Source: an optimization exercise on an open RTL-to-GDS flow (aim: small area, a short achievable clock period and few clock cycles). Production flows keep margins and buffers that such runs may drop. Function was checked by simulation only, so behaviour that the tests miss may differ from the original. Power and IR drop assume default switching activity.

$ cat flow/constraint.sdc
create_clock -name core_clock -period 12.0 [get_ports {clk}]
set_input_delay 2.4000 -clock core_clock [delete_from_list [all_inputs] [get_ports {clk}]]
set_output_delay 2.4000 -clock core_clock [all_outputs]
set_load 0.01 [all_outputs]
$ cat flow/config.mk
export PLATFORM = sky130hd
export DESIGN_NAME = mcl_crcfc
export DESIGN_NICKNAME = mcl_crcfc
export VERILOG_FILES = /design/flow/design.v
export SDC_FILE = /design/flow/constraint.sdc
export NUM_CORES = 4
export LEC_CHECK = 0
export ABC_CLOCK_PERIOD_IN_PS = 7000
export CAP_MARGIN = 20
export CORE_MARGIN = 2
export CORE_UTILIZATION = 40
export CTS_CLUSTER_SIZE = 30
export PLACE_DENSITY = 0.6
export SETUP_SLACK_MARGIN = 4.0
export SLEW_MARGIN = 20
$ cat flow/run.sh
#!/bin/bash
# synth_recipe.tcl (not shown) runs the flow's synth.tcl, then flattens the netlist and writes it again
# the make line also repeats each setting of config.mk as NAME=value (left out here)
make -C /OpenROAD-flow-scripts/flow DESIGN_CONFIG=/design/flow/config.mk WORK_HOME=/design/flow/orfs CLKGATE_MAP_FILE= SYNTH_SCRIPT=/design/flow/synth_recipe.tcl finish
$ cat flow/design.v
module mcl_crcfc #(
    parameter integer BUF_SIZE  = 64,      
    parameter integer XBUF_SIZE = 56,      
    parameter integer MAXSIZE   = 64,      
    parameter [7:0]   DELIM     = 8'h7C    
) (
    input  wire        clk,
    input  wire        rst,         
    input  wire        bus_req,
    input  wire        bus_we,
    input  wire [13:0] bus_addr,
    input  wire [31:0] bus_wdata,
    output wire        bus_ack,
    output reg  [31:0] bus_rdata
);
    localparam [2:0] C_OK = 3'd0, C_OVERSIZE = 3'd1, C_NOTFOUND = 3'd2, C_FORMAT = 3'd3,
                     C_RANGE = 3'd4, C_AUTH = 3'd5, C_ILLEGAL = 3'd6;
    localparam [7:0] OP_NOP = 8'h00, OP_SRESET = 8'h01,
                     OP_CRC_SEED = 8'h10, OP_CRC_INIT_N = 8'h11, OP_CRC_INIT_I = 8'h12,
                     OP_CRC_BYTE_N = 8'h13, OP_CRC_BYTE_I = 8'h14,
                     OP_CRC_RANGE_N = 8'h15, OP_CRC_RANGE_I = 8'h16,
                     OP_MSG_CSUM = 8'h18, OP_MSG_SETCSUM = 8'h19, OP_MSG_VERIFY = 8'h1A,
                     OP_CLEAR = 8'h20, OP_APP_U8 = 8'h21, OP_APP_U16 = 8'h22, OP_APP_I16 = 8'h23,
                     OP_APP_U32 = 8'h24, OP_APP_I32 = 8'h25, OP_APP_BOOL = 8'h26,
                     OP_APP_FLOAT = 8'h27, OP_APP_STR = 8'h28,
                     OP_LOCATE = 8'h30, OP_FIELD_COUNT = 8'h31, OP_RD_U8 = 8'h32,
                     OP_RD_U16 = 8'h33, OP_RD_I16 = 8'h34, OP_RD_U32 = 8'h35, OP_RD_I32 = 8'h36,
                     OP_RD_BYTES = 8'h37, OP_CUR_FIRST = 8'h38, OP_CUR_LAST = 8'h39,
                     OP_CUR_NEXT = 8'h3A, OP_CUR_PREV = 8'h3B;
    localparam [3:0] S_IDLE = 4'd0, S_CRC = 4'd1, S_MSGH = 4'd2, S_VER = 4'd3, S_APP = 4'd4,
                     S_SCAN = 4'd5, S_RDV = 4'd6, S_RDB = 4'd7, S_DONE = 4'd8,
                     S_STALL = 4'd9, S_CBYTE = 4'd10, S_FIN = 4'd11;
    function [15:0] crc_n_byte(input [15:0] acc, input [7:0] b);
        integer k;
        reg [15:0] a;
        begin
            a = acc ^ {b, 8'h00};
            for (k = 0; k < 8; k = k + 1)
                a = a[15] ? ((a << 1) ^ 16'h1021) : (a << 1);
            crc_n_byte = a;
        end
    endfunction
    function [15:0] rev16(input [15:0] x);
        integer k;
        begin
            for (k = 0; k < 16; k = k + 1) rev16[k] = x[15-k];
        end
    endfunction
    function [7:0] rev8(input [7:0] x);
        integer k;
        begin
            for (k = 0; k < 8; k = k + 1) rev8[k] = x[7-k];
        end
    endfunction
    function [32:0] float_to_int(input [31:0] x);
        reg [30:0] v;
        reg [4:0]  sh;
        begin
            sh = 5'd29 - x[27:23];            
            v  = {1'b1, x[22:0], 7'd0} >> sh;
            if (x[30:23] < 8'd127)
                float_to_int = {1'b0, 32'd0};
            else if (x[30:23] > 8'd157)
                float_to_int = (x == 32'hCF000000) ? {1'b0, 32'h80000000} : {1'b1, 32'd0};
            else
                float_to_int = {1'b0, x[31] ? (32'd0 - {1'b0, v}) : {1'b0, v}};
        end
    endfunction
    function [6:0] ffs64(input [63:0] v);
        reg [31:0] a;
        reg [15:0] b;
        reg [7:0]  c;
        reg [3:0]  d;
        reg [1:0]  e;
        reg [5:0]  ix;
        begin
            ix[5] = ~|v[31:0];  a = ix[5] ? v[63:32] : v[31:0];
            ix[4] = ~|a[15:0];  b = ix[4] ? a[31:16] : a[15:0];
            ix[3] = ~|b[7:0];   c = ix[3] ? b[15:8]  : b[7:0];
            ix[2] = ~|c[3:0];   d = ix[2] ? c[7:4]   : c[3:0];
            ix[1] = ~|d[1:0];   e = ix[1] ? d[3:2]   : d[1:0];
            ix[0] = ~e[0];
            ffs64 = {~|v, ix};
        end
    endfunction
    function [3:0] pop8(input [7:0] v);
        integer k;
        begin
            pop8 = 4'd0;
            for (k = 0; k < 8; k = k + 1) pop8 = pop8 + {3'd0, v[k]};
        end
    endfunction
    reg [31:0] cmd_r, opa, opb, res;
    reg [2:0]  code;
    reg [15:0] crc;
    reg [5:0]  lstart, llen, cidx, fcount;
    reg        cvalid;
    reg [3:0]  state;
    reg [6:0]  cur;        
    reg [6:0]  hi;         
    reg [5:0]  kk;         
    reg [7:0]  carry;      
    reg        mhi;        
    reg        nk;         
    reg [15:0] bak;        
    reg        mv;
    reg        mv_set, mv_clr;
    reg  [5:0] count_r;    
    reg  [5:0] nd0_r;      
    reg        fresh;      
    reg  idle_r;           
    reg  crc_r;            
    reg  scan_r;           
    reg  [5:0] slen;       
    wire idle = idle_r;
    wire [511:0] bflat;
    wire [447:0] xflat;
    reg  [63:0] bwe;        
    wire [31:0] lanes;      
    reg         bclr;       
    reg         dsz_we;     
    reg  [5:0]  dsz_val;
    reg  [55:0] xwe;        
    reg  [7:0]  xdat;
    wire        bclr_any = rst | bclr;
    wire [31:0] lanes_c  = lanes & {32{~bclr_any}};
    genvar gi;
    generate
        for (gi = 0; gi < 64; gi = gi + 1) begin : g_buf
            reg [7:0] q;
            if (gi == 5) begin : g_dsz
                always @(posedge clk) begin
                    if (bwe[gi] || dsz_we || bclr_any)
                        q <= dsz_we ? {2'b00, dsz_val} & {8{~bclr_any}} : lanes_c[8*(gi%4) +: 8];
                end
            end else begin : g_plain
                always @(posedge clk) begin
                    if (bwe[gi] || bclr_any)
                        q <= lanes_c[8*(gi%4) +: 8];
                end
            end
            assign bflat[8*gi +: 8] = q;
        end
        for (gi = 0; gi < 56; gi = gi + 1) begin : g_xbuf
            reg [7:0] q;
            always @(posedge clk) begin
                if (xwe[gi])
                    q <= xdat;
            end
            assign xflat[8*gi +: 8] = q;
        end
    endgenerate
    wire [7:0] dsize   = bflat[8*5 +: 8];
    wire       pay_bad = (dsize > 8'd58);
    wire       dnz     = (dsize != 8'd0);
    wire [5:0]  eng_a = scan_r ? cur[5:0] + 6'd6 : cur[5:0];
    reg  [15:0] bws;
    reg  [3:0]  bbs, xbs;
    reg  [13:0] xws;
    reg  [31:0] bword, xword;
    reg  [7:0]  bbyte, xbyte;
    integer pi;
    always @(*) begin
        for (pi = 0; pi < 16; pi = pi + 1) bws[pi] = idle ? (bus_addr[5:2] == pi) : (eng_a[5:2] == pi);
        for (pi = 0; pi < 4; pi = pi + 1)  bbs[pi] = idle ? (bus_addr[1:0] == pi) : (eng_a[1:0] == pi);
        for (pi = 0; pi < 14; pi = pi + 1) xws[pi] = (state == S_APP) ? (kk[3:0] == pi) : (bus_addr[5:2] == pi);
        for (pi = 0; pi < 4; pi = pi + 1)  xbs[pi] = (bus_addr[1:0] == pi);
        bword = 32'd0;
        for (pi = 0; pi < 16; pi = pi + 1) bword = bword | (bflat[32*pi +: 32] & {32{bws[pi]}});
        bbyte = 8'd0;
        for (pi = 0; pi < 4; pi = pi + 1)  bbyte = bbyte | (bword[8*pi +: 8] & {8{bbs[pi]}});
        xword = 32'd0;
        for (pi = 0; pi < 14; pi = pi + 1) xword = xword | (xflat[32*pi +: 32] & {32{xws[pi]}});
        xbyte = 8'd0;
        for (pi = 0; pi < 4; pi = pi + 1)  xbyte = xbyte | (xword[8*pi +: 8] & {8{xbs[pi]}});
    end
    wire rgn_reg = (bus_addr[13:12] == 2'd0);
    wire rgn_buf = (bus_addr[13:12] == 2'd1);
    wire rgn_xb  = (bus_addr[13:12] == 2'd2);
    wire reg_ok  = rgn_reg && (bus_addr[11:6] == 6'd0) && (bus_addr[1:0] == 2'd0);
    wire hw      = idle && bus_req && bus_we;
    wire w_cmd   = hw && reg_ok && (bus_addr[5:2] == 4'd0);
    wire w_opa   = hw && reg_ok && (bus_addr[5:2] == 4'd1);
    wire w_opb   = hw && reg_ok && (bus_addr[5:2] == 4'd2);
    wire w_buf   = hw && rgn_buf;
    wire w_xb    = hw && rgn_xb;
    reg [31:0] reg_rdata;
    always @(*) begin
        case (bus_addr[5:2])
            4'd0:    reg_rdata = cmd_r;
            4'd1:    reg_rdata = opa;
            4'd2:    reg_rdata = opb;
            4'd3:    reg_rdata = res;
            4'd4:    reg_rdata = {29'd0, code};
            4'd5:    reg_rdata = {16'd0, crc};
            4'd6:    reg_rdata = {18'd0, llen, 2'd0, lstart};
            4'd7:    reg_rdata = {cvalid, 9'd0, fcount, 10'd0, cidx};
            4'd8:    reg_rdata = {24'd0, DELIM};
            4'd9:    reg_rdata = {16'd64, 16'd64};
            4'd10:   reg_rdata = 32'd56;
            default: reg_rdata = 32'd0;
        endcase
    end
    always @(*) begin
        case (bus_addr[13:12])
            2'd0:    bus_rdata = reg_rdata;
            2'd1:    bus_rdata = {24'd0, bbyte};
            2'd2:    bus_rdata = {24'd0, xbyte};
            default: bus_rdata = 32'd0;
        endcase
    end
    wire        stall = (state == S_STALL);
    wire        go    = w_cmd || stall;
    wire [31:0] cw    = idle ? bus_wdata : cmd_r;    
    wire [7:0]  cop   = cw[7:0];
    wire        cw_z  = (cw[31:8] == 24'd0);
    wire        cw_i  = (cw[31:17] == 15'd0);
    wire [7:0]  kin   = cw[16] ? {2'b00, cidx} : cw[15:8];
    reg op_z, op_i;
    always @(*) begin
        op_z = 1'b0;
        op_i = 1'b0;
        case (cop)
            OP_NOP, OP_SRESET, OP_CRC_SEED, OP_CRC_INIT_N, OP_CRC_INIT_I, OP_CRC_BYTE_N,
            OP_CRC_BYTE_I, OP_CRC_RANGE_N, OP_CRC_RANGE_I, OP_MSG_CSUM, OP_MSG_SETCSUM,
            OP_MSG_VERIFY, OP_CLEAR, OP_APP_U8, OP_APP_U16, OP_APP_I16, OP_APP_U32,
            OP_APP_I32, OP_APP_BOOL, OP_APP_FLOAT, OP_APP_STR, OP_FIELD_COUNT,
            OP_CUR_FIRST, OP_CUR_LAST, OP_CUR_NEXT, OP_CUR_PREV:
                op_z = 1'b1;
            OP_LOCATE, OP_RD_U8, OP_RD_U16, OP_RD_I16, OP_RD_U32, OP_RD_I32, OP_RD_BYTES:
                op_i = 1'b1;
            default: ;
        endcase
    end
    wire cw_legal = (op_z && cw_z) || (op_i && cw_i);
    wire is_crng = (cop == OP_CRC_RANGE_N) || (cop == OP_CRC_RANGE_I);
    wire is_msg  = (cop == OP_MSG_CSUM) || (cop == OP_MSG_SETCSUM) || (cop == OP_MSG_VERIFY);
    wire is_app  = (cop[7:3] == 5'b00100 && cop[2:0] != 3'd0) || (cop == OP_APP_STR);
    wire is_u32  = (cop == OP_APP_U32);
    wire is_i32  = (cop == OP_APP_I32);
    wire is_flt  = (cop == OP_APP_FLOAT);
    wire is_str  = (cop == OP_APP_STR);
    wire is_w2   = (cop == OP_APP_U16) || (cop == OP_APP_I16);
    wire is_fc   = (cop == OP_FIELD_COUNT);
    wire is_cur  = (cop[7:2] == 6'b001110);
    wire is_dec  = (cop == OP_LOCATE) || (cop[7:3] == 5'b00110 && cop[2:0] != 3'd0 && cop[2:0] != 3'd1) ||
                   (cop == OP_RD_BYTES);
    wire [32:0] fconv  = float_to_int(opa);
    wire        v16_2  = (opa[15:8] != 8'd0);             
    wire        u32_4  = (opa[31:16] != 16'd0);
    wire        i32_n2 = (opa[31:15] == 17'h1FFFF);       
    wire        i32_4  = u32_4 && !i32_n2;
    wire        i32_2  = i32_n2 || (!u32_4 && v16_2);
    wire        u32_2  = !u32_4 && v16_2;
    reg  [31:0] app_val;      
    reg  [2:0]  app_len;
    always @(*) begin
        app_val = {opa[7:0], 24'd0};
        app_len = 3'd1;
        if ((is_w2 && v16_2) || (is_u32 && u32_2) || (is_i32 && i32_2)) begin
            app_val = {opa[15:0], 16'd0};
            app_len = 3'd2;
        end
        if ((is_u32 && u32_4) || (is_i32 && i32_4)) begin
            app_val = opa;
            app_len = 3'd4;
        end
        if (is_flt) begin
            app_val = fconv[31:0];
            app_len = 3'd4;
        end
        if (cop == OP_APP_BOOL)
            app_val = {7'd0, (opa != 32'd0), 24'd0};
    end
    wire        str_rng  = (opb[15:0] > 16'd56);
    wire [5:0]  str_len  = opb[5:0];
    wire        app_rng  = (is_flt && fconv[32]) || (is_str && str_rng);
    wire [6:0]  app_tot  = {6'd0, dnz} + (is_str ? {1'b0, str_len} : {4'd0, app_len});
    wire [8:0]  app_new  = {1'b0, dsize} + {2'b00, app_tot};
    wire [8:0]  dsep     = {1'b0, dsize} + {8'd0, dnz};
    wire        over1    = (dsep > 9'd55);
    wire        over2    = (dsep > 9'd54);
    wire        over4    = (dsep > 9'd52);
    wire        overs    = (dsep + {3'd0, str_len} > 9'd56);
    wire        app_over = is_str ? overs :
                           (app_len == 3'd4) ? over4 : (app_len == 3'd2) ? over2 : over1;
    wire [31:0] app_src  = is_str ? xword : {app_val[7:0], app_val[15:8], app_val[23:16], app_val[31:24]};
    reg [63:0] dl;
    integer di;
    always @(*) begin
        dl = 64'd0;
        for (di = 0; di < 58; di = di + 1)
            dl[di] = (bflat[8*(6+di) +: 8] == DELIM) && (di < dsize);
    end
    wire pc_1 = dl[0] ^ dl[1] ^ dl[2];
    wire pc_2 = (dl[0] & dl[1]) | (dl[0] & dl[2]) | (dl[1] & dl[2]);
    wire pc_3 = dl[3] ^ dl[4] ^ dl[5];
    wire pc_4 = (dl[3] & dl[4]) | (dl[3] & dl[5]) | (dl[4] & dl[5]);
    wire pc_5 = dl[6] ^ dl[7] ^ dl[8];
    wire pc_6 = (dl[6] & dl[7]) | (dl[6] & dl[8]) | (dl[7] & dl[8]);
    wire pc_7 = dl[9] ^ dl[10] ^ dl[11];
    wire pc_8 = (dl[9] & dl[10]) | (dl[9] & dl[11]) | (dl[10] & dl[11]);
    wire pc_9 = dl[12] ^ dl[13] ^ dl[14];
    wire pc_10 = (dl[12] & dl[13]) | (dl[12] & dl[14]) | (dl[13] & dl[14]);
    wire pc_11 = dl[15] ^ dl[16] ^ dl[17];
    wire pc_12 = (dl[15] & dl[16]) | (dl[15] & dl[17]) | (dl[16] & dl[17]);
    wire pc_13 = dl[18] ^ dl[19] ^ dl[20];
    wire pc_14 = (dl[18] & dl[19]) | (dl[18] & dl[20]) | (dl[19] & dl[20]);
    wire pc_15 = dl[21] ^ dl[22] ^ dl[23];
    wire pc_16 = (dl[21] & dl[22]) | (dl[21] & dl[23]) | (dl[22] & dl[23]);
    wire pc_17 = dl[24] ^ dl[25] ^ dl[26];
    wire pc_18 = (dl[24] & dl[25]) | (dl[24] & dl[26]) | (dl[25] & dl[26]);
    wire pc_19 = dl[27] ^ dl[28] ^ dl[29];
    wire pc_20 = (dl[27] & dl[28]) | (dl[27] & dl[29]) | (dl[28] & dl[29]);
    wire pc_21 = dl[30] ^ dl[31] ^ dl[32];
    wire pc_22 = (dl[30] & dl[31]) | (dl[30] & dl[32]) | (dl[31] & dl[32]);
    wire pc_23 = dl[33] ^ dl[34] ^ dl[35];
    wire pc_24 = (dl[33] & dl[34]) | (dl[33] & dl[35]) | (dl[34] & dl[35]);
    wire pc_25 = dl[36] ^ dl[37] ^ dl[38];
    wire pc_26 = (dl[36] & dl[37]) | (dl[36] & dl[38]) | (dl[37] & dl[38]);
    wire pc_27 = dl[39] ^ dl[40] ^ dl[41];
    wire pc_28 = (dl[39] & dl[40]) | (dl[39] & dl[41]) | (dl[40] & dl[41]);
    wire pc_29 = dl[42] ^ dl[43] ^ dl[44];
    wire pc_30 = (dl[42] & dl[43]) | (dl[42] & dl[44]) | (dl[43] & dl[44]);
    wire pc_31 = dl[45] ^ dl[46] ^ dl[47];
    wire pc_32 = (dl[45] & dl[46]) | (dl[45] & dl[47]) | (dl[46] & dl[47]);
    wire pc_33 = dl[48] ^ dl[49] ^ dl[50];
    wire pc_34 = (dl[48] & dl[49]) | (dl[48] & dl[50]) | (dl[49] & dl[50]);
    wire pc_35 = dl[51] ^ dl[52] ^ dl[53];
    wire pc_36 = (dl[51] & dl[52]) | (dl[51] & dl[53]) | (dl[52] & dl[53]);
    wire pc_37 = dl[54] ^ dl[55] ^ dl[56];
    wire pc_38 = (dl[54] & dl[55]) | (dl[54] & dl[56]) | (dl[55] & dl[56]);
    wire pc_39 = pc_1 ^ pc_3 ^ pc_5;
    wire pc_40 = (pc_1 & pc_3) | (pc_1 & pc_5) | (pc_3 & pc_5);
    wire pc_41 = pc_7 ^ pc_9 ^ pc_11;
    wire pc_42 = (pc_7 & pc_9) | (pc_7 & pc_11) | (pc_9 & pc_11);
    wire pc_43 = pc_13 ^ pc_15 ^ pc_17;
    wire pc_44 = (pc_13 & pc_15) | (pc_13 & pc_17) | (pc_15 & pc_17);
    wire pc_45 = pc_19 ^ pc_21 ^ pc_23;
    wire pc_46 = (pc_19 & pc_21) | (pc_19 & pc_23) | (pc_21 & pc_23);
    wire pc_47 = pc_25 ^ pc_27 ^ pc_29;
    wire pc_48 = (pc_25 & pc_27) | (pc_25 & pc_29) | (pc_27 & pc_29);
    wire pc_49 = pc_31 ^ pc_33 ^ pc_35;
    wire pc_50 = (pc_31 & pc_33) | (pc_31 & pc_35) | (pc_33 & pc_35);
    wire pc_51 = pc_37 ^ dl[57];
    wire pc_52 = pc_37 & dl[57];
    wire pc_53 = pc_2 ^ pc_4 ^ pc_6;
    wire pc_54 = (pc_2 & pc_4) | (pc_2 & pc_6) | (pc_4 & pc_6);
    wire pc_55 = pc_8 ^ pc_10 ^ pc_12;
    wire pc_56 = (pc_8 & pc_10) | (pc_8 & pc_12) | (pc_10 & pc_12);
    wire pc_57 = pc_14 ^ pc_16 ^ pc_18;
    wire pc_58 = (pc_14 & pc_16) | (pc_14 & pc_18) | (pc_16 & pc_18);
    wire pc_59 = pc_20 ^ pc_22 ^ pc_24;
    wire pc_60 = (pc_20 & pc_22) | (pc_20 & pc_24) | (pc_22 & pc_24);
    wire pc_61 = pc_26 ^ pc_28 ^ pc_30;
    wire pc_62 = (pc_26 & pc_28) | (pc_26 & pc_30) | (pc_28 & pc_30);
    wire pc_63 = pc_32 ^ pc_34 ^ pc_36;
    wire pc_64 = (pc_32 & pc_34) | (pc_32 & pc_36) | (pc_34 & pc_36);
    wire pc_65 = pc_39 ^ pc_41 ^ pc_43;
    wire pc_66 = (pc_39 & pc_41) | (pc_39 & pc_43) | (pc_41 & pc_43);
    wire pc_67 = pc_45 ^ pc_47 ^ pc_49;
    wire pc_68 = (pc_45 & pc_47) | (pc_45 & pc_49) | (pc_47 & pc_49);
    wire pc_69 = pc_40 ^ pc_42 ^ pc_44;
    wire pc_70 = (pc_40 & pc_42) | (pc_40 & pc_44) | (pc_42 & pc_44);
    wire pc_71 = pc_46 ^ pc_48 ^ pc_50;
    wire pc_72 = (pc_46 & pc_48) | (pc_46 & pc_50) | (pc_48 & pc_50);
    wire pc_73 = pc_52 ^ pc_53 ^ pc_55;
    wire pc_74 = (pc_52 & pc_53) | (pc_52 & pc_55) | (pc_53 & pc_55);
    wire pc_75 = pc_57 ^ pc_59 ^ pc_61;
    wire pc_76 = (pc_57 & pc_59) | (pc_57 & pc_61) | (pc_59 & pc_61);
    wire pc_77 = pc_63 ^ pc_38;
    wire pc_78 = pc_63 & pc_38;
    wire pc_79 = pc_54 ^ pc_56 ^ pc_58;
    wire pc_80 = (pc_54 & pc_56) | (pc_54 & pc_58) | (pc_56 & pc_58);
    wire pc_81 = pc_60 ^ pc_62 ^ pc_64;
    wire pc_82 = (pc_60 & pc_62) | (pc_60 & pc_64) | (pc_62 & pc_64);
    wire pc_83 = pc_65 ^ pc_67 ^ pc_51;
    wire pc_84 = (pc_65 & pc_67) | (pc_65 & pc_51) | (pc_67 & pc_51);
    wire pc_85 = pc_66 ^ pc_68 ^ pc_69;
    wire pc_86 = (pc_66 & pc_68) | (pc_66 & pc_69) | (pc_68 & pc_69);
    wire pc_87 = pc_71 ^ pc_73 ^ pc_75;
    wire pc_88 = (pc_71 & pc_73) | (pc_71 & pc_75) | (pc_73 & pc_75);
    wire pc_89 = pc_70 ^ pc_72 ^ pc_74;
    wire pc_90 = (pc_70 & pc_72) | (pc_70 & pc_74) | (pc_72 & pc_74);
    wire pc_91 = pc_76 ^ pc_78 ^ pc_79;
    wire pc_92 = (pc_76 & pc_78) | (pc_76 & pc_79) | (pc_78 & pc_79);
    wire pc_93 = pc_84 ^ pc_85 ^ pc_87;
    wire pc_94 = (pc_84 & pc_85) | (pc_84 & pc_87) | (pc_85 & pc_87);
    wire pc_95 = pc_86 ^ pc_88 ^ pc_89;
    wire pc_96 = (pc_86 & pc_88) | (pc_86 & pc_89) | (pc_88 & pc_89);
    wire pc_97 = pc_91 ^ pc_81;
    wire pc_98 = pc_91 & pc_81;
    wire pc_99 = pc_90 ^ pc_92 ^ pc_80;
    wire pc_100 = (pc_90 & pc_92) | (pc_90 & pc_80) | (pc_92 & pc_80);
    wire pc_101 = pc_94 ^ pc_95 ^ pc_97;
    wire pc_102 = (pc_94 & pc_95) | (pc_94 & pc_97) | (pc_95 & pc_97);
    wire pc_103 = pc_96 ^ pc_98 ^ pc_99;
    wire pc_104 = (pc_96 & pc_98) | (pc_96 & pc_99) | (pc_98 & pc_99);
    wire pc_105 = pc_102 ^ pc_103 ^ pc_82;
    wire pc_106 = (pc_102 & pc_103) | (pc_102 & pc_82) | (pc_103 & pc_82);
    wire pc_107 = pc_106 ^ pc_104 ^ pc_100;
    wire pc_108 = (pc_106 & pc_104) | (pc_106 & pc_100) | (pc_104 & pc_100);
    wire pc_109 = pc_93 ^ pc_77;
    wire pc_110 = pc_93 & pc_77;
    wire pc_111 = pc_101 ^ pc_110;
    wire pc_112 = pc_101 & pc_110;
    wire pc_113 = pc_105 ^ pc_112;
    wire pc_114 = pc_105 & pc_112;
    wire pc_115 = pc_107 ^ pc_114;
    wire pc_116 = pc_107 & pc_114;
    wire pc_117 = pc_108 ^ pc_116;
    wire pc_118 = pc_108 & pc_116;
    wire [5:0] dcount = {pc_117, pc_115, pc_113, pc_111, pc_109, pc_83};
    wire [5:0] count  = dcount + {5'd0, dnz};
    wire        in_scan = scan_r;
    wire        go_dec  = go && is_dec && fresh;
    wire        fu_busy = in_scan || go_dec;
    wire [5:0]  nx_st   = in_scan ? hi[5:0] + 6'd1 : go_dec ? nd0_r + 6'd1 : 6'd0;
    reg  [63:0] nx_ge;
    integer si;
    always @(*) begin
        for (si = 0; si < 64; si = si + 1) nx_ge[si] = (si >= nx_st);
    end
    wire [6:0] ndn   = ffs64(dl & nx_ge);
    wire [5:0] ndne  = ndn[6] ? dsize[5:0] : ndn[5:0];
    wire [5:0] fs      = in_scan ? cur[5:0] : 6'd0;
    wire [5:0] fe      = in_scan ? hi[5:0] : nd0_r;
    wire [5:0] seg_len = in_scan ? slen : nd0_r;
    wire [7:0] dop     = in_scan ? cmd_r[7:0] : cop;
    wire [2:0] rd_w    = (dop == OP_RD_U8) ? 3'd1 : (dop == OP_RD_U16 || dop == OP_RD_I16) ? 3'd2 : 3'd4;
    wire       seg_nul = (seg_len == 6'd0);
    wire       rdb_bad = (seg_len > 6'd56);
    wire       fmt_bad = seg_nul || (seg_len > {3'd0, rd_w});
    wire       fnd_end = (dop == OP_LOCATE) || ((dop == OP_RD_BYTES) ? (rdb_bad || seg_nul) : fmt_bad);
    reg  [31:0] cbytes;
    reg  [3:0]  cact;
    reg         cinv;
    wire [5:0]  cw_base  = {cur[5:2], 2'b00};
    wire        crc_last = ({1'b0, cur[5:2]} + 5'd1) >= (hi[6:2] + {4'd0, |hi[1:0]});
    wire [1:0]  nbi      = hi[1:0] - 2'd1;
    wire [7:0]  nb       = bword[8*nbi +: 8];
    wire [8:0]  msg_e    = {2'b00, hi} + {1'b0, nb};
    reg  [6:0]  cpos [0:3];
    integer cj;
    always @(*) begin
        for (cj = 0; cj < 4; cj = cj + 1) cpos[cj] = {1'b0, cw_base} + cj;
        cinv = crc_r ? (cmd_r[7:0] != OP_CRC_RANGE_N) : bus_wdata[2];
        if (crc_r) begin
            cbytes = bword;
            for (cj = 0; cj < 4; cj = cj + 1)
                cact[cj] = (cpos[cj] >= {1'b0, cur[5:0]}) && ((cpos[cj] < hi) || !nk);
        end else begin
            cbytes = {24'd0, opa[7:0]};
            cact   = 4'b0001;
        end
    end
    wire [15:0] cc0 = cinv ? rev16(crc) : crc;
    wire [7:0]  cb0 = cinv ? rev8(cbytes[7:0])   : cbytes[7:0];
    wire [7:0]  cb1 = cinv ? rev8(cbytes[15:8])  : cbytes[15:8];
    wire [7:0]  cb2 = cinv ? rev8(cbytes[23:16]) : cbytes[23:16];
    wire [7:0]  cb3 = cinv ? rev8(cbytes[31:24]) : cbytes[31:24];
    wire [15:0] cc1 = cact[0] ? crc_n_byte(cc0, cb0) : cc0;
    wire [15:0] cc2 = cact[1] ? crc_n_byte(cc1, cb1) : cc1;
    wire [15:0] cc3 = cact[2] ? crc_n_byte(cc2, cb2) : cc2;
    wire [15:0] cc4 = cact[3] ? crc_n_byte(cc3, cb3) : cc3;
    wire [15:0] crc_out = cinv ? rev16(cc4) : cc4;
    wire [16:0] rng_end  = {1'b0, opa[15:0]} + {1'b0, opb[15:0]};
    wire        rng_bad  = (rng_end > 17'd64);
    wire        rng_m    = (opb[15:0] != 16'd0);
    wire        msg_bad  = (opa[15:6] != 10'd0) || (opa[5:0] > 6'd58);
    wire        k_nf     = (kin >= {2'b00, count_r});
    wire        k_zero   = (kin == 8'd0);
    wire        m_u32    = u32_4 && dnz;
    wire        m_i32    = i32_4 && dnz;
    wire        m_str    = (opb[15:3] != 13'd0) || ({1'b0, opb[2:0]} + {3'd0, dnz} > 4'd4);
    wire        z_nul    = (nd0_r == 6'd0);
    wire        z_rdb    = z_nul || (nd0_r > 6'd56);
    wire        z_rd1    = z_nul || (nd0_r > 6'd1);
    wire        z_rd2    = z_nul || (nd0_r > 6'd2);
    wire        z_rd4    = z_nul || (nd0_r > 6'd4);
    function multi_f(input [31:0] w);
        reg [7:0] o;
        reg       lg, fe0;
        reg [7:0] k;
        begin
            o = w[7:0];
            k = w[16] ? {2'b00, cidx} : w[15:8];
            lg = 1'b0;
            case (o)
                OP_NOP, OP_SRESET, OP_CRC_SEED, OP_CRC_INIT_N, OP_CRC_INIT_I, OP_CRC_BYTE_N,
                OP_CRC_BYTE_I, OP_CRC_RANGE_N, OP_CRC_RANGE_I, OP_MSG_CSUM, OP_MSG_SETCSUM,
                OP_MSG_VERIFY, OP_CLEAR, OP_APP_U8, OP_APP_U16, OP_APP_I16, OP_APP_U32,
                OP_APP_I32, OP_APP_BOOL, OP_APP_FLOAT, OP_APP_STR, OP_FIELD_COUNT,
                OP_CUR_FIRST, OP_CUR_LAST, OP_CUR_NEXT, OP_CUR_PREV:
                    lg = (w[31:8] == 24'd0);
                OP_LOCATE, OP_RD_U8, OP_RD_U16, OP_RD_I16, OP_RD_U32, OP_RD_I32, OP_RD_BYTES:
                    lg = (w[31:17] == 15'd0);
                default: ;
            endcase
            case (o)
                OP_LOCATE:            fe0 = 1'b1;
                OP_RD_U8:             fe0 = z_rd1;
                OP_RD_U16, OP_RD_I16: fe0 = z_rd2;
                OP_RD_BYTES:          fe0 = z_rdb;
                default:              fe0 = z_rd4;
            endcase
            case (o)
                OP_CRC_RANGE_N, OP_CRC_RANGE_I: multi_f = lg && rng_m;
                OP_MSG_CSUM, OP_MSG_SETCSUM, OP_MSG_VERIFY: multi_f = lg && !msg_bad && !mv;
                OP_APP_U32:   multi_f = lg && m_u32;
                OP_APP_I32:   multi_f = lg && m_i32;
                OP_APP_FLOAT: multi_f = lg && dnz;
                OP_APP_STR:   multi_f = lg && m_str;
                OP_FIELD_COUNT, OP_CUR_FIRST, OP_CUR_LAST, OP_CUR_NEXT, OP_CUR_PREV:
                    multi_f = lg && !fresh && !pay_bad && ((o == OP_FIELD_COUNT) || !cvalid);
                OP_LOCATE, OP_RD_U8, OP_RD_U16, OP_RD_I16, OP_RD_U32, OP_RD_I32, OP_RD_BYTES:
                    multi_f = lg && !pay_bad && (!fresh || (!(k >= {2'b00, count_r}) && !((k == 8'd0) && fe0)));
                default: multi_f = 1'b0;
            endcase
        end
    endfunction
    wire        app_m    = (is_u32 && m_u32) || (is_i32 && m_i32) || (is_flt && dnz) || (is_str && m_str);
    reg [3:0]  state_n;
    reg [31:0] cmd_n, opa_n, opb_n, res_n;
    reg [2:0]  code_n;
    reg [15:0] crc_n;
    reg [5:0]  lstart_n, llen_n, cidx_n, fcount_n;
    reg        cvalid_n;
    reg [6:0]  cur_n, hi_n;
    reg [5:0]  kk_n;
    reg [7:0]  carry_n;
    reg        mhi_n, nk_n;
    reg [5:0]  slen_n;
    reg [15:0] bak_n;
    reg        ack_c;
    reg [5:0]  wpos;
    reg [3:0]  wm;
    reg [31:0] win;
    reg [5:0]  xaddr;
    reg        xen;
    task found;
        begin
            case (dop)
                OP_LOCATE: begin
                    lstart_n = fs;
                    llen_n   = seg_len;
                end
                OP_RD_BYTES: begin
                    if (rdb_bad) begin
                        code_n = C_RANGE;
                    end else if (seg_nul) begin
                        res_n  = 32'd0;
                    end else begin
                        res_n   = {26'd0, seg_len};
                        cur_n   = {1'b0, fs} + 7'd6;
                        hi_n    = {1'b0, seg_len};
                        kk_n    = 6'd0;
                        state_n = S_RDB;
                    end
                end
                default: begin
                    if (fmt_bad) begin
                        code_n  = C_FORMAT;
                    end else begin
                        res_n   = 32'd0;
                        cur_n   = {1'b0, fs} + 7'd6;
                        hi_n    = {1'b0, seg_len};
                        state_n = S_RDV;
                    end
                end
            endcase
        end
    endtask
    wire [5:0] fc   = cvalid ? fcount : count_r;
    wire [5:0] fcm1 = fc - 6'd1;
    reg  [5:0] cur_idx;
    always @(*) begin
        case (cop[1:0])
            2'd0:    cur_idx = 6'd0;
            2'd1:    cur_idx = fcm1;
            2'd2:    cur_idx = (cidx >= fcm1) ? fcm1 : cidx + 6'd1;
            default: cur_idx = (cidx == 6'd0) ? 6'd0 :
                               ((cidx - 6'd1) > fcm1) ? fcm1 : cidx - 6'd1;
        endcase
    end
    wire [31:0] rdv     = {res[23:0], bbyte};
    wire [1:0] eo = hi[1:0];
    wire [7:0] vb0 = bword[7:0], vb1 = bword[15:8], vb2 = bword[23:16], vb3 = bword[31:24];
    always @(*) begin
        state_n  = state;
        cmd_n    = cmd_r;
        opa_n    = opa;
        opb_n    = opb;
        res_n    = res;
        code_n   = code;
        crc_n    = crc;
        lstart_n = lstart;
        llen_n   = llen;
        cidx_n   = cidx;
        fcount_n = fcount;
        cvalid_n = cvalid;
        cur_n    = cur;
        hi_n     = hi;
        kk_n     = kk;
        carry_n  = carry;
        mhi_n    = mhi;
        nk_n     = nk;
        slen_n   = slen;
        bak_n    = bak;
        bclr     = 1'b0;
        dsz_we   = 1'b0;
        dsz_val  = app_new[5:0];
        wpos     = hi[5:0];
        wm       = 4'b0000;
        win      = {16'd0, crc[7:0], crc[15:8]};
        xaddr    = kk;
        xen      = 1'b0;
        xdat     = bbyte;
        ack_c    = 1'b1;
        mv_set   = 1'b0;
        mv_clr   = 1'b0;
        case (state)
            S_IDLE, S_STALL: begin
                if (w_buf) begin
                    wpos = bus_addr[5:0];
                    wm   = 4'b0001;
                    win  = {4{bus_wdata[7:0]}};
                end
                xaddr = bus_addr[5:0];
                xdat  = bus_wdata[7:0];
                xen   = w_xb;
                if (w_opa) begin
                    opa_n  = bus_wdata;
                    mv_clr = 1'b1;
                end
                if (w_opb) opb_n = bus_wdata;
                if (go) begin
                    ack_c   = stall ? !multi_f(cmd_r) : !multi_f(bus_wdata);
                    state_n = S_IDLE;
                    cmd_n   = cw;
                    code_n  = C_OK;
                    if (!cw_legal) begin
                        code_n = C_ILLEGAL;
                    end else begin
                        case (cop)
                            OP_SRESET: begin
                                mv_clr   = 1'b1;
                                bclr     = 1'b1;
                                cmd_n    = 32'd1;
                                opa_n    = 32'd0;
                                opb_n    = 32'd0;
                                res_n    = 32'd0;
                                crc_n    = 16'd0;
                                lstart_n = 6'd0;
                                llen_n   = 6'd0;
                                cidx_n   = 6'd0;
                                fcount_n = 6'd0;
                                cvalid_n = 1'b0;
                            end
                            OP_CRC_SEED:   begin crc_n = opa[15:0]; mv_clr = 1'b1; end
                            OP_CRC_INIT_N: begin crc_n = 16'h0000;  mv_clr = 1'b1; end
                            OP_CRC_INIT_I: begin crc_n = 16'hFFFF;  mv_clr = 1'b1; end
                            OP_CRC_BYTE_N, OP_CRC_BYTE_I: begin
                                mv_clr  = 1'b1;
                                crc_n   = crc_out;
                            end
                            OP_CRC_RANGE_N, OP_CRC_RANGE_I: begin
                                if (rng_bad) begin
                                    code_n  = C_RANGE;
                                    state_n = rng_m ? S_DONE : S_IDLE;
                                end else if (rng_m) begin
                                    mv_clr  = 1'b1;
                                    nk_n    = 1'b1;
                                    cur_n   = opa[6:0];
                                    hi_n    = rng_end[6:0];
                                    state_n = S_CRC;
                                end
                            end
                            OP_MSG_CSUM, OP_MSG_SETCSUM, OP_MSG_VERIFY: begin
                                if (msg_bad) begin
                                    code_n = C_RANGE;
                                end else if (mv) begin
                                    res_n = (cop == OP_MSG_VERIFY) ? 32'd1 : {16'd0, crc};
                                end else begin
                                    mv_clr  = 1'b1;
                                    bak_n   = crc;
                                    crc_n   = 16'hFFFF;
                                    cur_n   = {1'b0, opa[5:0]};
                                    hi_n    = {1'b0, opa[5:0]} + 7'd6;
                                    nk_n    = 1'b0;
                                    state_n = S_CRC;
                                end
                            end
                            OP_CLEAR: begin
                                bclr     = 1'b1;
                                lstart_n = 6'd0;
                                llen_n   = 6'd0;
                                cidx_n   = 6'd0;
                                fcount_n = 6'd0;
                                cvalid_n = 1'b0;
                            end
                            OP_APP_U8, OP_APP_U16, OP_APP_I16, OP_APP_U32, OP_APP_I32,
                            OP_APP_BOOL, OP_APP_FLOAT, OP_APP_STR: begin
                                if (app_rng) begin
                                    code_n  = C_RANGE;
                                    state_n = app_m ? S_DONE : S_IDLE;
                                end else if (app_over) begin
                                    code_n  = C_OVERSIZE;
                                    state_n = app_m ? S_DONE : S_IDLE;
                                end else begin
                                    wpos    = dsize[5:0] + 6'd6;
                                    win     = dnz ? {app_src[23:0], DELIM} : app_src;
                                    wm      = {app_tot > 7'd3, app_tot > 7'd2, app_tot > 7'd1, app_tot > 7'd0};
                                    carry_n = app_src[31:24];
                                    if (app_m) begin
                                        cur_n   = {1'b0, dsize[5:0]} + 7'd10;
                                        hi_n    = app_tot - 7'd4;
                                        kk_n    = 6'd1;
                                        state_n = S_APP;
                                    end else begin
                                        dsz_we  = 1'b1;
                                    end
                                end
                            end
                            OP_FIELD_COUNT: begin
                                if (pay_bad)     code_n  = C_RANGE;
                                else if (!fresh) state_n = S_STALL;
                                else             res_n   = {26'd0, count_r};
                            end
                            OP_CUR_FIRST, OP_CUR_LAST, OP_CUR_NEXT, OP_CUR_PREV: begin
                                if (!cvalid && pay_bad) begin
                                    code_n = C_RANGE;
                                end else if (!cvalid && !fresh) begin
                                    state_n = S_STALL;
                                end else begin
                                    fcount_n = fc;
                                    cvalid_n = 1'b1;
                                    if (fc == 6'd0) begin
                                        cidx_n = 6'd0;
                                        code_n = C_NOTFOUND;
                                    end else begin
                                        cidx_n = cur_idx;
                                        res_n  = {26'd0, cur_idx};
                                    end
                                end
                            end
                            OP_LOCATE, OP_RD_U8, OP_RD_U16, OP_RD_I16, OP_RD_U32, OP_RD_I32,
                            OP_RD_BYTES: begin
                                if (pay_bad) begin
                                    code_n = C_RANGE;
                                end else if (!fresh) begin
                                    state_n = S_STALL;
                                end else if (k_nf) begin
                                    code_n = C_NOTFOUND;
                                end else if (k_zero) begin
                                    found;
                                end else begin
                                    cur_n   = {1'b0, nd0_r} + 7'd1;
                                    hi_n    = {1'b0, ndne};
                                    slen_n  = ndne - nd0_r - 6'd1;
                                    kk_n    = kin[5:0] - 6'd1;
                                    state_n = S_SCAN;
                                end
                            end
                            default: ;    
                        endcase
                    end
                end
            end
            S_CRC: begin
                crc_n = crc_out;
                cur_n = {cur[5:2] + 5'd1, 2'b00};
                ack_c = 1'b0;
                if (crc_last && !nk) begin
                    nk_n = 1'b1;
                    hi_n = msg_e[6:0];
                    if (msg_e + ((cmd_r[7:0] == OP_MSG_CSUM) ? 9'd0 : 9'd2) > 9'd64) begin
                        crc_n   = bak;
                        code_n  = C_RANGE;
                        state_n = S_DONE;
                    end else if (msg_e <= {2'b00, cur[5:2] + 5'd1, 2'b00}) begin
                        crc_n = 16'hFFFF;
                        cur_n = {1'b0, opa[5:0]};
                    end
                end else if (crc_last) begin
                    cur_n = hi;
                    if (cmd_r[7:4] == 4'h1 && cmd_r[3]) begin
                        state_n = S_FIN;
                    end else begin
                        ack_c   = 1'b1;
                        state_n = S_IDLE;
                    end
                end
            end
            S_FIN: begin
                state_n = S_IDLE;
                case (cmd_r[7:0])
                    OP_MSG_CSUM: res_n = {16'd0, crc};
                    OP_MSG_SETCSUM: begin
                        res_n  = {16'd0, crc};
                        wpos   = hi[5:0];
                        wm     = 4'b0011;
                        mv_set = 1'b1;
                    end
                    default: begin
                        case (eo)
                            2'd0: begin
                                if (vb0 == crc[15:8] && vb1 == crc[7:0]) begin res_n = 32'd1; mv_set = 1'b1; end
                                else begin res_n = 32'd0; code_n = C_AUTH; end
                            end
                            2'd1: begin
                                if (vb1 == crc[15:8] && vb2 == crc[7:0]) begin res_n = 32'd1; mv_set = 1'b1; end
                                else begin res_n = 32'd0; code_n = C_AUTH; end
                            end
                            2'd2: begin
                                if (vb2 == crc[15:8] && vb3 == crc[7:0]) begin res_n = 32'd1; mv_set = 1'b1; end
                                else begin res_n = 32'd0; code_n = C_AUTH; end
                            end
                            default: begin
                                mhi_n   = (vb3 == crc[15:8]);
                                cur_n   = hi + 7'd1;
                                ack_c   = 1'b0;
                                state_n = S_VER;
                            end
                        endcase
                    end
                endcase
            end
            S_VER: begin
                if (mhi && vb0 == crc[7:0]) begin
                    res_n  = 32'd1;
                    mv_set = 1'b1;
                end else begin
                    res_n  = 32'd0;
                    code_n = C_AUTH;
                end
                state_n = S_IDLE;
            end
            S_APP: begin
                wpos    = cur[5:0];
                win     = dnz ? {xword[23:0], carry} : xword;
                wm      = {hi > 7'd3, hi > 7'd2, hi > 7'd1, 1'b1};
                carry_n = xword[31:24];
                kk_n    = kk + 6'd1;
                cur_n   = cur + 7'd4;
                hi_n    = hi - 7'd4;
                ack_c   = (hi <= 7'd4);
                if (hi <= 7'd4) begin
                    dsz_we  = 1'b1;
                    state_n = S_IDLE;
                end
            end
            S_SCAN: begin
                ack_c = 1'b0;
                if (kk == 6'd0) begin
                    ack_c   = fnd_end || (seg_len == 6'd1);
                    state_n = S_IDLE;
                    found;
                    if (!fnd_end) begin
                        cur_n = {1'b0, fs} + 7'd7;
                        hi_n  = {1'b0, seg_len} - 7'd1;
                        if (dop == OP_RD_BYTES) begin
                            xen  = 1'b1;
                            kk_n = 6'd1;
                        end else begin
                            res_n = {24'd0, bbyte};
                        end
                        if (seg_len == 6'd1) state_n = S_IDLE;
                    end
                end else begin
                    cur_n  = hi + 7'd1;
                    hi_n   = {1'b0, ndne};
                    slen_n = ndne - hi[5:0] - 6'd1;
                    kk_n  = kk - 6'd1;
                end
            end
            S_RDV: begin
                res_n = rdv;
                cur_n = cur + 7'd1;
                hi_n  = hi - 7'd1;
                ack_c = (hi == 7'd1);
                if (hi == 7'd1) begin
                    if (cmd_r[7:0] == OP_RD_I16) res_n = {{16{rdv[15]}}, rdv[15:0]};
                    state_n = S_IDLE;
                end
            end
            S_RDB: begin
                xen   = 1'b1;
                cur_n = cur + 7'd1;
                hi_n  = hi - 7'd1;
                kk_n  = kk + 6'd1;
                ack_c = (hi == 7'd1);
                if (hi == 7'd1) state_n = S_IDLE;
            end
            S_CBYTE: begin
                crc_n   = crc_out;
                state_n = S_IDLE;
            end
            default: state_n = S_IDLE;    
        endcase
    end
    assign bus_ack = ack_c;
    wire [1:0]  wr  = wpos[1:0];
    assign lanes = (wr == 2'd0) ? win :
                   (wr == 2'd1) ? {win[23:0], win[31:24]} :
                   (wr == 2'd2) ? {win[15:0], win[31:16]} :
                                  {win[7:0],  win[31:8]};
    wire [7:0]  wspan = {4'd0, wm} << wpos[1:0];
    reg  [63:0] wsel;
    integer bi;
    always @(*) begin
        for (bi = 0; bi < 64; bi = bi + 1)
            bwe[bi] = ((wpos[5:2] == bi / 4) && wspan[bi % 4]) ||
                      ((wpos[5:2] == bi / 4 - 1) && (bi >= 4) && wspan[4 + bi % 4]);
        for (bi = 0; bi < 56; bi = bi + 1) xwe[bi] = xen && (xaddr == bi);
    end
    wire bwrite = (|wm) || dsz_we || bclr_any;
    always @(posedge clk) begin
        if (rst) begin
            state  <= S_IDLE;
            idle_r <= 1'b1;
            crc_r  <= 1'b0;
            scan_r <= 1'b0;
            cmd_r  <= 32'd0;
            opa    <= 32'd0;
            opb    <= 32'd0;
            res    <= 32'd0;
            code   <= C_OK;
            crc    <= 16'd0;
            lstart <= 6'd0;
            llen   <= 6'd0;
            cidx   <= 6'd0;
            fcount <= 6'd0;
            cvalid <= 1'b0;
        end else begin
            state  <= state_n;
            idle_r <= (state_n == S_IDLE);
            crc_r  <= (state_n == S_CRC);
            scan_r <= (state_n == S_SCAN);
            cmd_r  <= cmd_n;
            opa    <= opa_n;
            opb    <= opb_n;
            res    <= res_n;
            code   <= code_n;
            crc    <= crc_n;
            lstart <= lstart_n;
            llen   <= llen_n;
            cidx   <= cidx_n;
            fcount <= fcount_n;
            cvalid <= cvalid_n;
        end
        cur     <= cur_n;
        hi      <= hi_n;
        kk      <= kk_n;
        carry   <= carry_n;
        mhi     <= mhi_n;
        nk      <= nk_n;
        slen    <= slen_n;
        bak     <= bak_n;
        count_r <= count;
        if (!fu_busy) nd0_r <= ndne;
        fresh   <= !bwrite;
        if (rst || mv_clr || (bwrite && !mv_set))
            mv <= 1'b0;
        else if (mv_set)
            mv <= 1'b1;
    end
endmodule
==> results.py, run 1 <==
metrics = {
    "run_status": {
        "status": "no timing/DRC/antenna violations",
    },
    "synth": {
        "syn-num-nets": 7937,
        "async_flop_share_pct": 0,
        "synth-seq-cells": 1204,
        "synth_edf_count": 1017,
        "synth_cells": 7673,
        "synth_flop_cell": "edfxtp_1",
        "syn_area_um2": 75400,
        "yosysUniqueCellTypes": 113,
        "yosys_warnings": 2,
        "avgSynthCellArea_um2": 9.82,
        "ys_seq_area_share_pct": 45.5,
    },
    "layout": {
        "nNetsFinal": 8266,
        "drive_gt1_share_pct": 20.0,
        "syn_to_final_growth_pct": 21.6,
        "nFillCells": 17300,
    },
    "global_routing": {
        "grt_max_degree": 78,
        "grt_overflow": 0,
        "grt_pass1_wl_um": 545000,
        "antenna_found_initial": 16,
        "first_global_vias": 68300,
        "grt.total_usage_pct": 39.9,
    },
    "floorplanning": {
        "die_h_um": 438,
        "start_util_pct": 40.2,
        "dieArea_um2": 192000,
        "row_count": 159,
        "num_io_pins": 83,
        "fp.coreArea_um2": 187000,
        "die_w_um": 438,
    },
    "placed_design": {
        "port_buffers": 82,
        "routabilityCongestion": 1.09,
        "hpwl_um": 288000,
        "pre_cts_ws_ps": 1380,
    },
    "power_and_ir_drop": {
        "leakagePower_nw": 32.2,
        "ir_worst_vdd_mv": 0.130,
        "p_total_w": 0.0104,
        "powerDensity_nw_per_um2": 113,
    },
    "critical_path": {
        "r2r-start": "g_buf[5].q[6]$_SDFFCE_PP0P_",
        "critPathLaunch": "bus_wdata[12]",
        "worst_r2r_path_depth": 27,
        "crit_path_top_delay_cell": "or4b_2",
        "worstPathArrival_ps": 6000,
        "required_ps": 9600,
        "worstSetupEndpoint": "bus_ack",
        "path_class": "primary input to output port",
        "crit_chain": "clkdlybuf4s50_1, mux2_2, nor3_1, or4b_2, o21ai_1, nand2_1, a32o_1, a31oi_4, nand2_1, o211ai_1, buf_2",
        "rrSetupSlack_ps": 3930,
        "start_kind": "primary input",
        "end_kind": "output port",
        "critPathMaxStageDelay_ps": 610,
        "crit_top_cell": "nand2_1",
        "r2r-end": "g_buf[41].q[7]$_DFFE_PP_",
        "crit_fanout": 6,
    },
    "clock_tree": {
        "clk_pin_slew_ps": 60,
        "cts.path.max_buffers": 3,
        "root_buffer": "clkbuf_16",
        "cts_made_buffers": 135,
        "h-tree-depth": 4,
        "cts_sinks": 1204,
        "clk_latency_ps": 850,
        "cts_tree": "built",
    },
    "timing": {
        "fin_crit_sh_pct": 70.0,
        "timing.final.ws_setup_ps": 3600,
        "whs_ps": 491,
        "drv_slew": 0,
        "setup_viol": 0,
        "rsz0062_at_grt": "yes",
        "tightest_slew_ps": 1380,
        "relSlewSlack_pct": 8.01,
        "clock_skew_ps": 49.4,
        "timing.setup.tns_ps": 0,
        "clock.fmax_mhz": 119,
        "finalHoldViolations": 0,
        "min_period_ps": 8400,
    },
    "drt": {
        "num_vias": 74600,
        "wl_per_cell_um": 37.8,
        "firstDrtPassIters": 11,
        "ant_nets": 0,
        "vias_per_cell": 7.03,
        "drt_drc_violations_left": 0,
        "drt_iter0_drc": 13300,
        "routed_wl_um": 401000,
    },
    "job": {
        "drv_cap": 0,
    },
    "min_path": {
        "hold_class": "register to register",
    },
}
[kinds of logic (layout without fill, tap and decap cells)]
family	after synthesis	in the layout	share of synthesized area [%]
simple gates	2556	2558	16.7
other cells	0	13	0
buf+inv	756	1186	3.98
compound gates	2388	2389	21.8
flops	1204	1204	45.5
xor+xnor	273	273	3.43
fa+ha+maj	214	214	4.12
mux	282	282	4.53
[worst min path at each step]
stage	start	endpoint	slack, ps	depth (start not counted)
2_1_floorplan	crc[2]$_SDFFE_PP0P_	bak[2]$_DFFE_PP_	400	0
3_3_place_gp	res[31]$_SDFFE_PP0P_	res[31]$_SDFFE_PP0P_	470	2
3_5_place_dp	lstart[0]$_SDFFE_PP0P_	lstart[0]$_SDFFE_PP0P_	480	2
4_1_cts	lstart[0]$_SDFFE_PP0P_	lstart[0]$_SDFFE_PP0P_	490	2
5_1_grt	res[29]$_SDFFE_PP0P_	res[29]$_SDFFE_PP0P_	520	2
6_report	lstart[0]$_SDFFE_PP0P_	lstart[0]$_SDFFE_PP0P_	490	2
[report_power, final]
part           total (W)  switching, W  internal (W)
Sequential       0.00474      0.000105       0.00464
Combinational    0.00146      0.000954      0.000504
Clock            0.00419       0.00190       0.00229
[cells in the final DEF, fill, tap and decap left out, drive strengths merged, types with 93 or more instances in the layout]
master | synthesis | final
a221oi | 123 | 123
edfxtp | 1017 | 1017
o22ai | 99 | 99
o21ai | 377 | 377
dfxtp | 187 | 187
xor2 | 100 | 100
nand3 | 283 | 283
xnor2 | 161 | 161
ha | 157 | 157
a21oi | 519 | 519
mux2i | 186 | 186
a22oi | 484 | 484
nand4 | 93 | 93
inv | 195 | 195
nor3 | 182 | 182
clkbuf | 431 | 193
buf | 128 | 669
nand2 | 593 | 594
nor2 | 814 | 814
a31oi | 94 | 94
[worst max-delay path: cells and delay by family]
family,cells,cell delay (ps)
compound gates,4,1330
simple gates,4,1010
buf+inv,2,880
mux,1,370
[final cells by class]
cell class / instances / area, um2 / area share, %
inverters: 197 / 762 / 0.832
flip-flops and latches: 1204 / 34300 / 37.4
repair buffers: 748 / 6870 / 7.50
multi-input cells: 5716 / 42100 / 46.0
well taps: 2495 / 3120 / 3.41
clock inverters: 62 / 733 / 0.801
clock buffers: 179 / 3680 / 4.02
diodes: 13 / 32.5 / 0.0355
[stage by stage]
| step | utilization (%) | std cells | cell area (um2) |
|---|---|---|---|
| finish | 48.9 | 10600 | 91600 |
| global route | 48.9 | 10600 | 91600 |
| CTS | 47.5 | 10500 | 89000 |
| detailed placement | 42.9 | 10000 | 80400 |
| global placement | 42.9 | 10000 | 80400 |
| floorplan | - | 7673 | 75500 |
[sequential cells by signal (all words and copies together) (netlist names), 7 cells and up]
register and flops:
opa 32, g_buf.q 512, bak 16, crc 16, g_xbuf.q 448, opb 32
res 32, hi 7, cmd_r 32, carry 8
[cell usage after synthesis (92+ instances only)]
cell	instances	share of area [%]
xor2_1	100	1.2
nor2_1	809	4.0
edfxtp_1	1017	41
nand2_1	592	2.9
o22ai_1	97	0.81
dfxtp_1	187	5.0
a221oi_1	123	1.4
mux2i_1	186	2.5
o21ai_0	353	2.3
nand4_1	93	0.77
a22oi_1	483	4.8
a21oi_1	514	3.4
a31oi_1	92	0.76
clkbuf_1	431	2.1
nor3_1	181	1.2
xnor2_1	157	1.8
nand3_1	282	1.9
ha_1	157	2.6
inv_1	192	0.96
[layer usage]
layer / up-vias / GRT usage (%) / share of wire (%)
met5: - / 0.372 / 0.045
met4: 18 / 24.1 / 7.4
met3: 1356 / 13.8 / 14
met2: 6146 / 56.0 / 41
met1: 36800 / 52.6 / 37
li1: 30300 / - / -
[what timing repair did]
action                     4_1_cts  5_1_grt
hold buffers                     0        0
pin swaps                       92      136
buffers inserted               172      127
setup endpoints to repair     1092      900
cloned                           8       10
gates resized for setup        609      303
Testbench counts, summed over its fixed seeds: cycles 30,910.
==> run 2: changes to the inputs <==
--- a/flow/design.v
+++ b/flow/design.v
@@ -155,3 +155,2 @@
     wire       dnz     = (dsize != 8'd0);
-    wire [5:0]  eng_a = scan_r ? cur[5:0] + 6'd6 : cur[5:0];
     reg  [15:0] bws;
@@ -163,4 +162,4 @@
     always @(*) begin
-        for (pi = 0; pi < 16; pi = pi + 1) bws[pi] = idle ? (bus_addr[5:2] == pi) : (eng_a[5:2] == pi);
-        for (pi = 0; pi < 4; pi = pi + 1)  bbs[pi] = idle ? (bus_addr[1:0] == pi) : (eng_a[1:0] == pi);
+        for (pi = 0; pi < 16; pi = pi + 1) bws[pi] = idle ? (bus_addr[5:2] == pi) : (cur[5:2] == pi);
+        for (pi = 0; pi < 4; pi = pi + 1)  bbs[pi] = idle ? (bus_addr[1:0] == pi) : (cur[1:0] == pi);
         for (pi = 0; pi < 14; pi = pi + 1) xws[pi] = (state == S_APP) ? (kk[3:0] == pi) : (bus_addr[5:2] == pi);
@@ -480,41 +479,31 @@
     wire        z_rd4    = z_nul || (nd0_r > 6'd4);
+    wire        nf_c     = ({2'b00, cidx} >= {2'b00, count_r});    
+    wire        f_msg    = !msg_bad && !mv;
+    wire        f_fc     = !fresh && !pay_bad;
+    wire        f_cur    = !fresh && !pay_bad && !cvalid;
     function multi_f(input [31:0] w);
         reg [7:0] o;
-        reg       lg, fe0;
-        reg [7:0] k;
+        reg       z0, z1, fe0, nf, k0, dec;
         begin
-            o = w[7:0];
-            k = w[16] ? {2'b00, cidx} : w[15:8];
-            lg = 1'b0;
-            case (o)
-                OP_NOP, OP_SRESET, OP_CRC_SEED, OP_CRC_INIT_N, OP_CRC_INIT_I, OP_CRC_BYTE_N,
-                OP_CRC_BYTE_I, OP_CRC_RANGE_N, OP_CRC_RANGE_I, OP_MSG_CSUM, OP_MSG_SETCSUM,
-                OP_MSG_VERIFY, OP_CLEAR, OP_APP_U8, OP_APP_U16, OP_APP_I16, OP_APP_U32,
-                OP_APP_I32, OP_APP_BOOL, OP_APP_FLOAT, OP_APP_STR, OP_FIELD_COUNT,
-                OP_CUR_FIRST, OP_CUR_LAST, OP_CUR_NEXT, OP_CUR_PREV:
-                    lg = (w[31:8] == 24'd0);
-                OP_LOCATE, OP_RD_U8, OP_RD_U16, OP_RD_I16, OP_RD_U32, OP_RD_I32, OP_RD_BYTES:
-                    lg = (w[31:17] == 15'd0);
-                default: ;
-            endcase
-            case (o)
-                OP_LOCATE:            fe0 = 1'b1;
-                OP_RD_U8:             fe0 = z_rd1;
-                OP_RD_U16, OP_RD_I16: fe0 = z_rd2;
-                OP_RD_BYTES:          fe0 = z_rdb;
-                default:              fe0 = z_rd4;
-            endcase
-            case (o)
-                OP_CRC_RANGE_N, OP_CRC_RANGE_I: multi_f = lg && rng_m;
-                OP_MSG_CSUM, OP_MSG_SETCSUM, OP_MSG_VERIFY: multi_f = lg && !msg_bad && !mv;
-                OP_APP_U32:   multi_f = lg && m_u32;
-                OP_APP_I32:   multi_f = lg && m_i32;
-                OP_APP_FLOAT: multi_f = lg && dnz;
-                OP_APP_STR:   multi_f = lg && m_str;
-                OP_FIELD_COUNT, OP_CUR_FIRST, OP_CUR_LAST, OP_CUR_NEXT, OP_CUR_PREV:
-                    multi_f = lg && !fresh && !pay_bad && ((o == OP_FIELD_COUNT) || !cvalid);
-                OP_LOCATE, OP_RD_U8, OP_RD_U16, OP_RD_I16, OP_RD_U32, OP_RD_I32, OP_RD_BYTES:
-                    multi_f = lg && !pay_bad && (!fresh || (!(k >= {2'b00, count_r}) && !((k == 8'd0) && fe0)));
-                default: multi_f = 1'b0;
-            endcase
+            o   = w[7:0];
+            z0  = (w[31:17] == 15'd0);
+            z1  = z0 && (w[16:8] == 9'd0);
+            nf  = w[16] ? nf_c : (w[15:8] >= {2'b00, count_r});
+            k0  = w[16] ? (cidx == 6'd0) : (w[15:8] == 8'd0);
+            fe0 = ((o == OP_LOCATE)) ||
+                  ((o == OP_RD_U8) && z_rd1) ||
+                  ((o == OP_RD_U16 || o == OP_RD_I16) && z_rd2) ||
+                  ((o == OP_RD_U32 || o == OP_RD_I32) && z_rd4) ||
+                  ((o == OP_RD_BYTES) && z_rdb);
+            dec = (o == OP_LOCATE) || (o == OP_RD_U8) || (o == OP_RD_U16) || (o == OP_RD_I16) ||
+                  (o == OP_RD_U32) || (o == OP_RD_I32) || (o == OP_RD_BYTES);
+            multi_f = (z1 && (((o == OP_CRC_RANGE_N || o == OP_CRC_RANGE_I) && rng_m) ||
+                              ((o == OP_MSG_CSUM || o == OP_MSG_SETCSUM || o == OP_MSG_VERIFY) && f_msg) ||
+                              ((o == OP_APP_U32) && m_u32) ||
+                              ((o == OP_APP_I32) && m_i32) ||
+                              ((o == OP_APP_FLOAT) && dnz) ||
+                              ((o == OP_APP_STR) && m_str) ||
+                              ((o == OP_FIELD_COUNT) && f_fc) ||
+                              ((o[7:2] == 6'b001110) && f_cur))) ||
+                      (z0 && dec && !pay_bad && (!fresh || (!nf && !(k0 && fe0))));
         end
@@ -855,16 +844,5 @@
                 if (kk == 6'd0) begin
-                    ack_c   = fnd_end || (seg_len == 6'd1);
+                    ack_c   = fnd_end;
                     state_n = S_IDLE;
                     found;
-                    if (!fnd_end) begin
-                        cur_n = {1'b0, fs} + 7'd7;
-                        hi_n  = {1'b0, seg_len} - 7'd1;
-                        if (dop == OP_RD_BYTES) begin
-                            xen  = 1'b1;
-                            kk_n = 6'd1;
-                        end else begin
-                            res_n = {24'd0, bbyte};
-                        end
-                        if (seg_len == 6'd1) state_n = S_IDLE;
-                    end
                 end else begin
--- a/flow/config.mk
+++ b/flow/config.mk
@@ -11,3 +11,2 @@
 export CORE_UTILIZATION = 40
-export CTS_CLUSTER_SIZE = 30
 export PLACE_DENSITY = 0.6
@@ -15 +14,2 @@
 export SLEW_MARGIN = 20
+export TNS_END_PERCENT = 5
==> results.py, run 2 <==
metrics = {
    "run_status": {
        "status": "no timing/DRC/antenna violations",
    },
    "critical_path": {
        "crit_path_top_delay_cell": "a22o_1",
        "crit_family": "compound AO/OA/AOI/OAI gates",
        "required_ps": 9600,
        "start_kind": "primary input",
        "rrSetupSlack_ps": 4010,
        "critPathBufInv": 7,
        "path_class": "primary input to output port",
        "critPathLaunch": "bus_addr[3]",
        "worst_r2r_path_depth": 19,
        "crit_fanout": 12,
        "end_kind": "output port",
        "r2r-start": "g_buf[5].q[1]$_DFFE_PP_",
        "crit_chain": "buf_12, buf_12, nor4bb_4, buf_4, a21o_4, buf_6, a22o_1, a221oi_2, nand3_1, nor2_2, buf_6, o22ai_1, a211oi_1, buf_4, o21ai_0, a22o_1, buf_2",
        "crit_cells": 17,
        "r2r-end": "count_r[5]$_DFF_P_",
        "worstSetupEndpoint": "bus_rdata[3]",
        "worstPathArrival_ps": 5750,
        "critPathMaxStageDelay_ps": 320,
    },
    "timing": {
        "setup_viol": 0,
        "clock.fmax_mhz": 123,
        "drv_slew": 0,
        "timing.final.ws_setup_ps": 3850,
        "min_period_ps": 8150,
        "tightest_slew_ps": 1280,
        "finalHoldViolations": 0,
        "fin_crit_sh_pct": 67.9,
        "rsz0062_at_grt": "yes",
        "timing.setup.tns_ps": 0,
        "relSlewSlack_pct": 14.4,
        "clock_skew_ps": 60.7,
    },
    "global_routing": {
        "grt_pass1_wl_um": 503000,
        "first_global_vias": 63100,
        "grt_max_degree": 100,
        "grt.total_usage_pct": 39.0,
        "grt_overflow": 0,
        "antenna_found_initial": 22,
    },
    "power_and_ir_drop": {
        "ir_worst_vdd_mv": 0.0914,
        "leakagePower_nw": 29.8,
        "powerDensity_nw_per_um2": 121,
    },
    "floorplanning": {
        "fp.coreArea_um2": 178000,
        "die_w_um": 427,
        "num_io_pins": 83,
        "start_util_pct": 40.2,
        "die_h_um": 427,
        "dieArea_um2": 183000,
        "row_count": 155,
    },
    "drt": {
        "vias_per_cell": 6.89,
        "drt_drc_violations_left": 0,
        "num_vias": 67700,
        "routed_wl_um": 365000,
        "firstDrtPassIters": 9,
        "ant_nets": 0,
        "drt_iter0_drc": 11400,
        "wl_per_cell_um": 37.1,
    },
    "synth": {
        "yosysTopAreaCell": "edfxtp_1",
        "synth_edf_count": 1017,
        "avgSynthCellArea_um2": 10.1,
        "synth-seq-cells": 1204,
        "yosys_warnings": 2,
        "yosysTopAreaCellShare_pct": 42.6,
        "synth_commonest_cells": "edfxtp_1 (1,017), nor2_1 (696), nand2_1 (574)",
        "synth_flop_cell": "edfxtp_1",
        "syn-num-nets": 7370,
        "ys_top_cells_by_area": "edfxtp_1 (43%), dfxtp_1 (5.2%), a22oi_1 (5.2%)",
        "synth_cells": 7104,
        "yosysMostFrequentCell": "edfxtp_1",
        "syn_area_um2": 71700,
        "yosysUniqueCellTypes": 119,
        "async_flop_share_pct": 0,
        "ys_seq_area_share_pct": 47.8,
    },
    "placed_design": {
        "hpwl_um": 263000,
        "pre_cts_ws_ps": 1480,
        "routabilityCongestion": 1.07,
        "port_buffers": 82,
    },
    "layout": {
        "nFillCells": 16400,
        "largestRegisters": "g_buf.q (512), g_xbuf.q (448)",
        "syn_to_final_growth_pct": 18.6,
        "drive_gt1_share_pct": 17.3,
        "final_cell_mix": "edfxtp_1 (1,017), nor2_1 (630), nand2_1 (559)",
        "top_register": "g_buf.q",
        "final_common_cell": "edfxtp_1",
        "final_core_util_pct": 47.7,
        "largest_reg_flops": 512,
        "nNetsFinal": 7612,
    },
    "clock_tree": {
        "h-tree-depth": 4,
        "cts.path.max_buffers": 3,
        "root_buffer": "clkbuf_16",
        "cts_made_buffers": 136,
        "cts_tree": "built",
        "clk_pin_slew_ps": 60,
        "cts_sinks": 1204,
        "clk_latency_ps": 850,
    },
    "min_path": {
        "min_from": "lstart[0]$_SDFFE_PP0P_",
        "hold_class": "register to register",
    },
    "job": {
        "drv_cap": 0,
    },
}
[run 2: cell types whose count changed in the layout (fill, tap and decap cells not counted), moves of 25 or more]
cell,before,now
nand3_1,249,291
buf_4,555,467
o21ai_0,296,321
a21oi_1,468,424
nor2_1,757,630
mux2i_1,175,141
and3_1,73,41
[run 2: per-stage QoR]
stage,hold slack (ps),std cells,power [W],instance area (um2)
global placement,456,9377,0.00588,76500
CTS,482,9763,0.0102,84000
floorplan,406,7104,0.00532,71700
detailed placement,472,9378,0.00588,76600
finish,480,9825,0.0103,85000
global route,517,9810,0.0105,85000
[run 2: layout make-up]
cell class | count | area (um2) | share of cell area, %
diodes | 18 | 45.0 | 0.0530
clock inverters | 77 | 916 | 1.08
clock buffers | 167 | 3590 | 4.23
inverters | 189 | 747 | 0.879
multi-input cells | 5186 | 36800 | 43.3
flip-flops and latches | 1204 | 34300 | 40.3
repair buffers | 627 | 5630 | 6.62
repair inverters | 2 | 17.5 | 0.0206
well taps | 2355 | 2950 | 3.47
[run 2: worst min-delay path by stage]
| stage | cells after the start | slack (ps) | end |
|---|---|---|---|
| floorplan | 0 | 410 | bak[11]$_DFFE_PP_ |
| global placement | 2 | 460 | lstart[0]$_SDFFE_PP0P_ |
| detailed placement | 2 | 470 | lstart[0]$_SDFFE_PP0P_ |
| CTS | 2 | 480 | lstart[0]$_SDFFE_PP0P_ |
| global route | 2 | 520 | lstart[0]$_SDFFE_PP0P_ |
| finish | 2 | 480 | lstart[0]$_SDFFE_PP0P_ |
[run 2: report_power, final]
group	switching, W	total, W	internal [W]
sequential	0.0000808	0.00472	0.00464
combinational	0.000884	0.00129	0.000406
clock	0.00185	0.00429	0.00244
total	0.00282	0.0103	0.00748
[run 2: cells by family (layout without fill, tap and decap cells)]
| logic type | count (synthesis) | in the layout | share of synthesized area, % |
|---|---|---|---|
| compound gates | 2158 | 2158 | 20.6 |
| xor+xnor | 276 | 276 | 3.74 |
| fa+ha+maj | 216 | 216 | 4.37 |
| buf+inv | 715 | 1062 | 3.95 |
| flops | 1204 | 1204 | 47.8 |
| mux | 222 | 222 | 3.81 |
| other cells | 0 | 18 | 0 |
| simple gates | 2313 | 2314 | 15.7 |
[run 2: repair_timing]
action,4_1_cts,5_1_grt
hold buffers,0,0
gates cloned,12,1
setup endpoints to repair,790,882
setup buffers,129,41
gates resized for setup,412,139
pin swaps,84,44
[run 2: worst min-delay path: stages, from the launching register on]
cell and delay, ps:
dfxtp_1 310, nand2b_1 70, a21oi_1 50
[run 2: per-layer routing]
metal / vias up / part of all wire [%] / wire length [um] / global-route usage, %
met3: 1153 / 13 / 47900 / 11.9
met2: 5324 / 41 / 150000 / 55.7
met4: 12 / 7.0 / 25600 / 22.4
met1: 33500 / 39 / 141000 / 52.1
li1: 27800 / - / - / -
met5: - / 0.018 / 67 / 0
Testbench counts of run 2, summed over its fixed seeds: cycles 31,096.

Re-timed with assumed drivers on the ports (clkbuf_16 on the clock, buf_2 on other inputs), run 2 has 3.711 ns of setup slack against 3.851 ns with ideal ports, and 3.010 ns once port delays also move by the mid clock arrival of 0.901 ns.
